What follows belongs to an exercise in optimizing a design on an open flow for small area, a short achievable clock period and few clock cycles; a production flow would make more cautious choices.
In this exercise RTL edits were held to simulation tests only and were not proved equivalent to the original.

### design.v
module quic_walk (
    input  wire        clk,
    input  wire        rst,
    input  wire        in_valid,
    output wire        in_ready,
    input  wire [31:0] in_data,
    input  wire [2:0]  in_cnt,
    input  wire        in_last,
    output wire        frm_valid,
    output wire [3:0]  frm_kind,
    output wire [7:0]  frm_tag,
    output wire [15:0] frm_off,
    output wire [15:0] frm_len,
    output wire        done_valid,
    output wire [7:0]  done_status,
    output wire [7:0]  done_cause,
    output wire [15:0] done_nfrm,
    output wire [15:0] done_nbytes
);
    localparam [2:0] S_TAG  = 3'd0;   
    localparam [2:0] S_X1   = 3'd1;   
    localparam [2:0] S_X2   = 3'd2;   
    localparam [2:0] S_UTF  = 3'd3;   
    localparam [2:0] S_D0   = 3'd4;   
    localparam [2:0] S_B    = 3'd5;   
    localparam [2:0] S_ERR  = 3'd6;   
    localparam [1:0] E_RESV  = 2'd0;
    localparam [1:0] E_UTF   = 2'd1;
    localparam [1:0] E_TRUNC = 2'd2;
    localparam [2:0] U_ANY = 3'd0;    
    localparam [2:0] U_A0  = 3'd1;    
    localparam [2:0] U_9F  = 3'd2;    
    localparam [2:0] U_90  = 3'd3;    
    localparam [2:0] U_8F  = 3'd4;    
    reg        bv;
    reg [31:0] bdata;
    reg [2:0]  bcnt;
    reg        blast;
    reg [13:0] bpos;      
    reg [2:0]  st;
    reg [16:0] cur;       
    reg        pv;        
    reg [15:0] fstart;    
    reg [7:0]  ftag;
    reg [16:0] flen;      
    reg [7:0]  hold;      
    reg [15:0] nfrm;
    reg [1:0]  ecode;
    reg [1:0]  u_need;
    reg [2:0]  u_rng;
    reg        u_bad;
    wire [1:0]  k        = cur[1:0];
    wire [13:0] bpos1    = bpos + 14'd1;
    wire        at_beat  = (cur[16:2] == {1'b0, bpos});
    wire        cin      = at_beat && ({1'b0, k} < bcnt);    
    wire [16:0] blen     = bcnt[2] ? {1'b0, bpos1, 2'b00} : {1'b0, bpos, bcnt[1:0]};
    wire        cur_eq_len = (cur == blen);
    wire [16:0] nxt_beat = {1'b0, bpos1, 2'b00};
    wire [16:0] fend     = {1'b0, fstart} + flen;
    wire        cur_eq_end = (cur == fend);
    wire [7:0] B0 = bdata[7:0];
    wire [7:0] B1 = bdata[15:8];
    wire [7:0] B2 = bdata[23:16];
    wire [7:0] B3 = bdata[31:24];
    reg [7:0] c0, c1, c2;           
    always @* begin
        case (k)
            2'd0:    begin c0 = B0; c1 = B1; c2 = B2; end
            2'd1:    begin c0 = B1; c1 = B2; c2 = B3; end
            2'd2:    begin c0 = B2; c1 = B3; c2 = B3; end
            default: begin c0 = B3; c1 = B3; c2 = B3; end
        endcase
    end
    wire a1 = ({1'b0, k} + 3'd1) < bcnt;    
    wire a2 = ({1'b0, k} + 3'd2) < bcnt;    
    wire        in_tag = (st == S_TAG);
    wire        in_x1  = (st == S_X1);
    wire [7:0]  t  = in_tag ? c0 : ftag;
    wire [7:0]  x1 = in_tag ? c1 : in_x1 ? c0 : hold;
    wire [7:0]  x2 = in_tag ? c2 : in_x1 ? c1 : c0;
    wire        h1 = in_tag ? a1 : 1'b1;                
    wire        h2 = in_tag ? a2 : in_x1 ? a1 : 1'b1;   
    wire t_ack  = (t[7:5] == 3'b101);
    wire t_str  = (t[7:6] == 2'b11);
    wire t_cc   = (t == 8'h02);
    wire t_resv = (t[3:2] == 2'd2) || (t[1:0] == 2'd2);
    reg [4:0] t_fix;
    always @* begin
        case (t)
            8'h01:   t_fix = 5'd17;
            8'h03:   t_fix = 5'd9;
            8'h04:   t_fix = 5'd9;
            8'h05:   t_fix = 5'd13;
            8'h06:   t_fix = 5'd5;
            8'h09:   t_fix = 5'd5;
            8'h0b:   t_fix = 5'd15;
            default: t_fix = 5'd1;
        endcase
    end
    wire [2:0] sw = {1'b0, t[1:0]} + 3'd1;
    reg  [3:0] ow;
    always @* begin
        case (t[3:2])
            2'd0:    ow = 4'd0;
            2'd1:    ow = 4'd2;
            2'd2:    ow = 4'd4;
            default: ow = 4'd8;
        endcase
    end
    wire [2:0] lw = t[3] ? 3'd4 : t[2] ? 3'd2 : 3'd1;
    wire [2:0] mw = t[1] ? 3'd4 : t[0] ? 3'd2 : 3'd1;
    wire [3:0] d0_min = 4'd1 + {1'b0, sw} + ow;
    wire        a_n   = t[4];
    wire [7:0]  a_nb  = a_n ? x1 : 8'd0;
    wire [7:0]  a_nts = a_n ? x2 : x1;
    wire [10:0] a_blk = (t[1] ? {1'b0, a_nb, 2'b00} : {2'b00, a_nb, 1'b0})
                        + ((t[1] | t[0]) ? {3'd0, a_nb} : 11'd0);
    wire [9:0]  a_ts  = (a_nts == 8'd0) ? 10'd0 : {1'b0, a_nts, 1'b0} + {2'b00, a_nts} + 10'd2;
    wire [3:0]  a_fix = 4'd4 + {3'd0, a_n} + {1'b0, lw} + {1'b0, mw};
    wire [11:0] a_len = {1'b0, a_blk} + {2'b00, a_ts} + {8'd0, a_fix};
    wire [4:0]  l_fix = t_cc ? 5'd7 : 5'd3 + {2'b00, sw} + {1'b0, ow};
    wire [16:0] l_len = {1'b0, x1, x2} + {12'd0, l_fix};
    wire need2  = t_ack ? a_n : 1'b1;            
    wire hdr_ok = need2 ? h2 : h1;               
    wire flen_big = (|flen[16:4]) || (flen[3] && flen[2]);
    wire dl_big = (x1 != 8'd0) || (x2[7:2] != 6'd0) || (x2[1:0] == 2'd3);
    reg [1:0] u_need_n;
    reg [2:0] u_rng_n;
    reg       u_bad_n;
    always @* begin
        u_need_n = u_need;
        u_rng_n  = U_ANY;
        u_bad_n  = u_bad;
        if (u_need == 2'd0) begin
            if (c0 <= 8'h7F) begin
                u_need_n = 2'd0;
            end else if (c0 >= 8'hC2 && c0 <= 8'hDF) begin
                u_need_n = 2'd1;
            end else if (c0 == 8'hE0) begin
                u_need_n = 2'd2;
                u_rng_n  = U_A0;
            end else if ((c0 >= 8'hE1 && c0 <= 8'hEC) || c0 == 8'hEE || c0 == 8'hEF) begin
                u_need_n = 2'd2;
            end else if (c0 == 8'hED) begin
                u_need_n = 2'd2;
                u_rng_n  = U_9F;
            end else if (c0 == 8'hF0) begin
                u_need_n = 2'd3;
                u_rng_n  = U_90;
            end else if (c0 >= 8'hF1 && c0 <= 8'hF3) begin
                u_need_n = 2'd3;
            end else if (c0 == 8'hF4) begin
                u_need_n = 2'd3;
                u_rng_n  = U_8F;
            end else begin
                u_bad_n  = 1'b1;
            end
        end else begin
            case (u_rng)
                U_A0:    if (c0[7:5] != 3'b101) u_bad_n = 1'b1;
                U_9F:    if (c0[7:5] != 3'b100) u_bad_n = 1'b1;
                U_90:    if (c0[7:6] != 2'b10 || c0[5:4] == 2'b00) u_bad_n = 1'b1;
                U_8F:    if (c0[7:4] != 4'b1000) u_bad_n = 1'b1;
                default: if (c0[7:6] != 2'b10) u_bad_n = 1'b1;
            endcase
            u_need_n = u_need - 2'd1;
        end
    end
    wire u_fail = u_bad || (u_need != 2'd0);
    reg         rel;         
    reg         fin;         
    reg [7:0]   d_status;
    reg [7:0]   d_cause;
    reg [2:0]   st_n;
    reg [16:0]  cur_n;
    reg         pv_n;
    reg [4:0]   add_n;       
    reg         set_start;   
    reg         hold_ld;
    reg         flen_ld;
    reg [16:0]  flen_n;
    reg         u_step;
    reg         u_init;
    reg         e_ld;
    reg [1:0]   e_n;
    wire [16:0] sum = cur + {12'd0, add_n};
    wire        d0_ok = (|sum[16:4]) || (sum[3:0] >= d0_min);
    always @* begin
        rel       = 1'b0;
        fin       = 1'b0;
        d_status  = 8'h00;
        d_cause   = 8'h00;
        st_n      = st;
        pv_n      = pv;
        add_n     = 5'd0;
        cur_n     = cur;
        set_start = 1'b0;
        hold_ld   = 1'b0;
        flen_ld   = 1'b0;
        flen_n    = 17'd0;
        u_step    = 1'b0;
        u_init    = 1'b0;
        e_ld      = 1'b0;
        e_n       = E_RESV;
        case (st)
            S_B: begin
                cur_n = fend;
                st_n  = S_TAG;
                pv_n  = 1'b1;
                rel   = bv && !blast && flen_big;
            end
            S_TAG, S_X1, S_X2: if (bv) begin
                if (cin) begin
                    set_start = in_tag;
                    if (in_tag && t_ack && t_resv) begin
                        st_n = S_ERR;
                        e_ld = 1'b1;
                        e_n  = E_RESV;
                        pv_n = 1'b0;
                        rel  = !blast;
                    end else if (in_tag && t_cc) begin
                        add_n = 5'd5;
                        cur_n = sum;
                        st_n  = S_X1;
                        pv_n  = 1'b0;
                        rel   = !blast;
                    end else if (in_tag && t_str && !t[4]) begin
                        cur_n = blast ? {{15{k != 2'd0}}, 2'd0 - k} : {14'd0, 3'd4 - {1'b0, k}};
                        st_n  = S_D0;
                        pv_n  = 1'b0;
                        rel   = !blast;
                    end else if (in_tag && !t_ack && !t_str) begin
                        add_n   = t_fix;
                        cur_n   = sum;
                        flen_ld = 1'b1;
                        flen_n  = {12'd0, t_fix};
                        pv_n    = 1'b1;
                        rel     = !blast && ((t_fix != 5'd1) || (k == 2'd3));
                    end else if (hdr_ok) begin
                        flen_ld = 1'b1;
                        flen_n  = t_ack ? {5'd0, a_len} : l_len;
                        pv_n    = 1'b0;
                        if (t_cc) begin
                            add_n  = in_x1 ? 5'd2 : 5'd1;
                            cur_n  = sum;
                            st_n   = S_UTF;
                            u_init = 1'b1;
                            rel    = !blast && (in_x1 ? k[1] : (k == 2'd3));
                        end else begin
                            st_n   = S_B;
                            rel    = !blast && (in_tag || t_ack || dl_big);
                        end
                    end else begin
                        cur_n = nxt_beat;
                        pv_n  = 1'b0;
                        rel   = !blast;
                        if (in_tag && !(h1 && need2)) begin
                            st_n    = S_X1;
                        end else begin
                            hold_ld = 1'b1;
                            st_n    = S_X2;
                        end
                    end
                end else if (blast) begin
                    if (in_tag && cur_eq_len && pv) begin
                        pv_n = 1'b0;
                    end else begin
                        fin = 1'b1;
                        rel = 1'b1;
                        if (in_tag) begin
                            if (!cur_eq_len) begin
                                d_status = 8'h01;
                                d_cause  = 8'h0B;
                            end
                        end else begin
                            d_status = 8'h01;
                            d_cause  = 8'h02;
                        end
                    end
                end else begin
                    rel = 1'b1;
                end
            end
            S_UTF: begin
                if (cur_eq_end) begin
                    if (u_fail) begin
                        st_n = S_ERR;
                        e_ld = 1'b1;
                        e_n  = E_UTF;
                    end else begin
                        st_n = S_TAG;
                        pv_n = 1'b1;
                    end
                end else if (bv) begin
                    if (cin) begin
                        u_step = 1'b1;
                        add_n  = 5'd1;
                        cur_n  = sum;
                        rel    = !blast && (k == 2'd3);
                    end else if (blast) begin
                        fin = 1'b1;
                        rel = 1'b1;
                        d_status = 8'h01;
                        d_cause  = 8'h0B;
                    end else begin
                        rel = 1'b1;
                    end
                end
            end
            S_D0: if (bv) begin
                add_n = {2'b00, bcnt};
                cur_n = sum;
                if (!blast) begin
                    rel = 1'b1;
                end else begin
                    flen_ld = 1'b1;
                    flen_n  = sum;
                    cur_n   = blen;
                    pv_n    = d0_ok;
                    st_n    = d0_ok ? S_TAG : S_ERR;
                    e_ld    = 1'b1;
                    e_n     = E_TRUNC;
                end
            end
            default: if (bv) begin   
                rel = 1'b1;
                if (blast) begin
                    fin = 1'b1;
                    case (ecode)
                        E_UTF:   begin d_status = 8'h04; d_cause = 8'h20; end
                        E_TRUNC: begin d_status = 8'h01; d_cause = 8'h02; end
                        default: begin d_status = 8'h01; d_cause = 8'h03; end
                    endcase
                end
            end
        endcase
    end
    assign in_ready    = !bv || rel;
    assign frm_valid   = bv && in_tag && pv && (cin || (blast && cur_eq_len));
    assign frm_tag     = ftag;
    assign frm_off     = fstart;
    assign frm_len     = flen[15:0];
    assign frm_kind    = (ftag[7:5] == 3'b101) ? 4'hC :
                         (ftag[7:6] == 2'b11)  ? 4'hD :
                         (ftag <= 8'h0b)       ? ftag[3:0] : 4'h0;
    assign done_valid  = fin;
    assign done_status = d_status;
    assign done_cause  = d_cause;
    assign done_nfrm   = nfrm;
    assign done_nbytes = blen[15:0];
    always @(posedge clk) begin
        if (set_start) begin
            fstart <= cur[15:0];
            ftag   <= c0;
        end
        if (hold_ld)
            hold <= in_x1 ? c0 : c1;
        if (flen_ld)
            flen <= flen_n;
        if (e_ld)
            ecode <= e_n;
        if (in_valid && in_ready) begin
            bdata <= in_data;
            bcnt  <= in_cnt;
            blast <= in_last;
        end
        if (u_step) begin
            u_need <= u_need_n;
            u_rng  <= u_rng_n;
            u_bad  <= u_bad_n;
        end
        if (u_init) begin
            u_need <= 2'd0;
            u_rng  <= U_ANY;
            u_bad  <= 1'b0;
        end
        if (rst) begin
            bv   <= 1'b0;
            bpos <= 14'd0;
            st   <= S_TAG;
            cur  <= 17'd0;
            pv   <= 1'b0;
            nfrm <= 16'd0;
        end else begin
            if (rel)
                bv <= 1'b0;
            if (in_valid && in_ready)
                bv <= 1'b1;
            if (fin) begin
                bpos <= 14'd0;
                st   <= S_TAG;
                cur  <= 17'd0;
                pv   <= 1'b0;
                nfrm <= 16'd0;
            end else begin
                if (rel)
                    bpos <= bpos1;
                st   <= st_n;
                cur  <= cur_n;
                pv   <= pv_n;
                if (frm_valid)
                    nfrm <= nfrm + 16'd1;
            end
        end
    end
endmodule
### constraint.sdc
create_clock -name core_clock -period 8.0 [get_ports {clk}]
set_input_delay 1.6000 -clock core_clock [delete_from_list [all_inputs] [get_ports {clk}]]
set_output_delay 1.6000 -clock core_clock [all_outputs]
set_load 0.01 [all_outputs]
### config.mk
export PLATFORM = sky130hd
export DESIGN_NAME = quic_walk
export DESIGN_NICKNAME = quic_walk
export VERILOG_FILES = /design/flow/design.v
export SDC_FILE = /design/flow/constraint.sdc
export NUM_CORES = 4
export LEC_CHECK = 0
export CAP_MARGIN = 20
export CORE_MARGIN = 2
export CORE_UTILIZATION = 40
export PLACE_DENSITY = 0.6
export SLEW_MARGIN = 20
### run.sh
#!/bin/bash
# synth_recipe.tcl (not shown) runs the flow's synth.tcl, then flattens the netlist and writes it again
# the make line also repeats each setting of config.mk as NAME=value (left out here)
make -C /OpenROAD-flow-scripts/flow DESIGN_CONFIG=/design/flow/config.mk WORK_HOME=/design/flow/orfs CLKGATE_MAP_FILE= SYNTH_SCRIPT=/design/flow/synth_recipe.tcl finish
==> run summary <==
cells by family after synthesis:
family / Yosys count
buffers and inverters: 222
muxes: 37
AOI/OAI and AO/OA: 450
DFF: 145
other: 1
xor gates and xnor gates: 131
adders and majority gates: 107
and+or+nand+nor: 577
critical path, delay by kind of cell (launching register included):
kind,cells,cell delay (ps)
buffers and inverters,4,550
adders and majority gates,7,2640
and+or+nand+nor,2,250
DFF,1,530
AOI/OAI and AO/OA,13,2930
muxes,1,310
area by class of cell:
| cell class | count | area share |
|---|---|---|
| multi-input combinational | 1312 | 0.565 |
| sequential | 145 | 0.238 |
| timing repair buffer | 174 | 0.102 |
| tap | 448 | 0.0353 |
| clock buffer | 22 | 0.0313 |
| inverter | 99 | 0.0234 |
| clock inverter | 10 | 0.00465 |
| antenna | 1 | 0.000158 |
layer usage:
metal  vias up  wire [µm]  track usage
met2       700      22000        0.428
met3        80       3750       0.0278
met4         0       1300       0.0793
met5         -          0            0
met1      6424      22800        0.408
li1       6196          -            -
cells in the mapped netlist, drive strengths merged, types with 21 or more instances:
master	instances
a21o	34
inv	95
a211oi	30
and2	21
ha	87
nor3	42
dfxtp	58
nand2	142
buf	63
nor2b	21
xnor2	70
clkbuf	60
or3	29
mux2i	27
nor2	150
nand3	64
xor2	58
edfxtp	87
o21ai	80
nand4	28
a21oi	134
what timing repair did:
action	in CTS	in global routing
hold endpoints to repair	0	0
gates resized for setup	0	1
endpoints found under the setup margin	0	1
final timing paths:
kind                              from        to  slack (ps)
worst max-delay path            cur[0]  flen[11]         520
worst min-delay path             u_bad     u_bad         480
worst max register to register  cur[0]  flen[11]         520
worst min register to register   u_bad     u_bad         480
through the flow:
stage,hold slack (ps),util,std cells,cell area [µm²]
2_1_floorplan,403,-,1679,13700
3_3_place_gp,463,0.455,2178,15300
3_5_place_dp,471,0.455,2178,15300
4_1_cts,488,0.472,2210,15900
5_1_grt,539,0.472,2210,15900
6_report,480,0.472,2211,15900
state kept, by name, summed over array words and instances (netlist names), 2 cells and up:
signal / count
st: 3
bcnt: 3
bpos: 14
flen: 17
hold: 8
u_need: 2
ftag: 8
fstart: 16
nfrm: 16
ecode: 2
u_rng: 3
cur: 17
bdata: 32
==> run_results.csv <==
group,metric,value,unit
worst_setup_path,critical-path-top-cell-by-count,"sky130_fd_sc_hd__ha_1",
global_routing,grt_antenna_before_repair,0,
floorplanning,floorplan.core_area,33600,µm²
logic_synthesis,synth-compound-area-share,0.220,
layout,area_growth,16.1,%
clock_tree,cts_max_level,4,
logic_synthesis,yosysTopAreaCell,"sky130_fd_sc_hd__edfxtp_1",
place,pre_cts_ws,668,ps
routing,dr.pass1.iters,6,
clock_tree,number_of_buffers_added_by_the_clock_tree_synthesis_step,17,
global_routing,grt_usage,0.277,
worst_setup_path,r2r.worst_path.cells,27,
job,maxCapViolCount,0,
global_routing,grt_pass1_wl,76100,µm
layout,final_layout_size_suffix_gt1_frac,0.0670,
floorplanning,die_height,189,µm
global_routing,global_route.overflow_total,0,
routing,totalWireLength,49800,µm
layout,final_common_cell,"sky130_fd_sc_hd__nor2_1",
routing,postRouteAntennaNets,0,
run_status,status,"no timing/DRC/antenna violations",
clock_tree,cts_hold_buf,0,
sta,min_period_over_period,0.936,
clock_tree,post_cts_buffers,0,
logic_synthesis,synth_ff_type,"sky130_fd_sc_hd__edfxtp_1",
worst_setup_path,worstPathRequired,8180,ps
global_routing,grt_start_max_net_pins,33,
sta,drv_slew,0,
sta,finClkSkew,14.9,ps
worst_setup_path,setup.worst_path.end_class,"flop",
clock_tree,count_of_clock_tree_sinks,145,
clock_tree,root_buffer_selected_by_cts,"sky130_fd_sc_hd__clkbuf_16",
worst_setup_path,critPathArrivalTime,7660,ps
worst_setup_path,critPathSlowestCell,"sky130_fd_sc_hd__a2bb2oi_1",
logic_synthesis,syn-mean-instance-area,8.18,µm²
layout,multi_input_area,8970,µm²
logic_synthesis,synth_edf_count,87,
logic_synthesis,synth.top_cell.area_share,0.191,
logic_synthesis,yosysUniqueCellTypes,85,
worst_setup_path,worstSetupStartpointType,"flop",
logic_synthesis,adder_cell_fraction_of_synth_area,0.109,
global_routing,first_global_vias,12600,
clock_tree,clk_pin_slew,70,ps
floorplanning,boundaryPins,134,
worst_setup_path,timing_worst_setup_path_type,"flop to flop",
worst_setup_path,peak_per_stage_delay_on_the_critical_path,610,ps
sta,finalCriticalPeriod,7480,ps
routing,dr_vias_cell,6.06,
routing,vias,13400,
sta,setup_viol,0,
floorplanning,starting_utilization_of_the_core_area,0.407,
layout,most-common-layout-cells,"sky130_fd_sc_hd__nor2_1 (149), sky130_fd_sc_hd__nand2_1 (142), sky130_fd_sc_hd__a21oi_1 (132)",
logic_synthesis,synthXorXnorAreaFrac,0.0884,
logic_synthesis,synth-seq-area-share,0.276,
sta,achievable-frequency,134,MHz
logic_synthesis,synth.area.mux_share,0.0280,
logic_synthesis,synthCells,1670,
logic_synthesis,synth-simple-area-share,0.205,
layout,ff_latch_area,3770,µm²
sta,worst_slack,515,ps
floorplanning,rows,67,
routing,post_detailed_route_drc_marker_count,0,
logic_synthesis,synth_area,13700,µm²
floorplanning,die_width,189,µm
logic_synthesis,synth_warnings,1,
place,detailedPlacementHpwl,39400,µm
place,placement.io_buffers,123,
logic_synthesis,yosys-top-cells-area,"sky130_fd_sc_hd__edfxtp_1 (19%), sky130_fd_sc_hd__dfxtp_1 (8.5%), sky130_fd_sc_hd__ha_1 (8.0%), sky130_fd_sc_hd__a21oi_1 (4.8%), sky130_fd_sc_hd__xnor2_1 (4.4%)",
sta,relative_slew_slack,0.286,
min_path,hold-path-cell-count,2,
clock_tree,tritoncts_clock_tree,"built",
sta,grt_setup_unrepaired,"false",
layout,final_net_count,1895,
sta,timing_hold_violations_final,0,
floorplanning,die_area,35700,µm²
sta,fin_setup_tns,0,ps
layout,num-fill-cells,3274,
logic_synthesis,dominant_combinational_cell_family_by_area_after_synthesis,"compound AO/OA/AOI/OAI gates",
routing,first_iter_violations,1521,
min_path,worstHoldPathType,"flop to flop",
clock_tree,worst_skew_late_latency,450,ps
place,globalplace.congestion,0.966,
logic_synthesis,ffs_latches_synth,145,
sta,worst-slew-pin-transition,1070,ps
worst_setup_path,timing.critical_path.fanout_max,12,
clock_tree,clk_path_buf_depth,2,
routing,wl_per_cell,22.5,µm
logic_synthesis,async_reset_ff_frac,0,
Testbench counts, summed over its fixed seeds: cycles 13,121.

-- static timing again, ports no longer ideal --
The results above use ideal ports. As a check the final layout listed here was re-extracted and re-timed, cells and wires unchanged.
Step 1 assumes that a clkbuf_16 drives the clock port and a buf_2 every other input.
Step 2, shift: input delay + t, output delay - t, t = (earliest + latest rising clock arrival at the registers) / 2. This alone moves slack from input paths to output paths.
Three values: no drivers, after step 1, after step 2; two values: the first two.
shift t [ns]: 0.490
setup WS [ns]: 0.515 / 0.474 / 0.515
hold slack, ns: 0.480 / 0.480 / 0.480
After both steps setup and hold are still met in this run. The setup slack of this run moves by -0.041 ns with the drivers and by 0.000 ns with both steps.
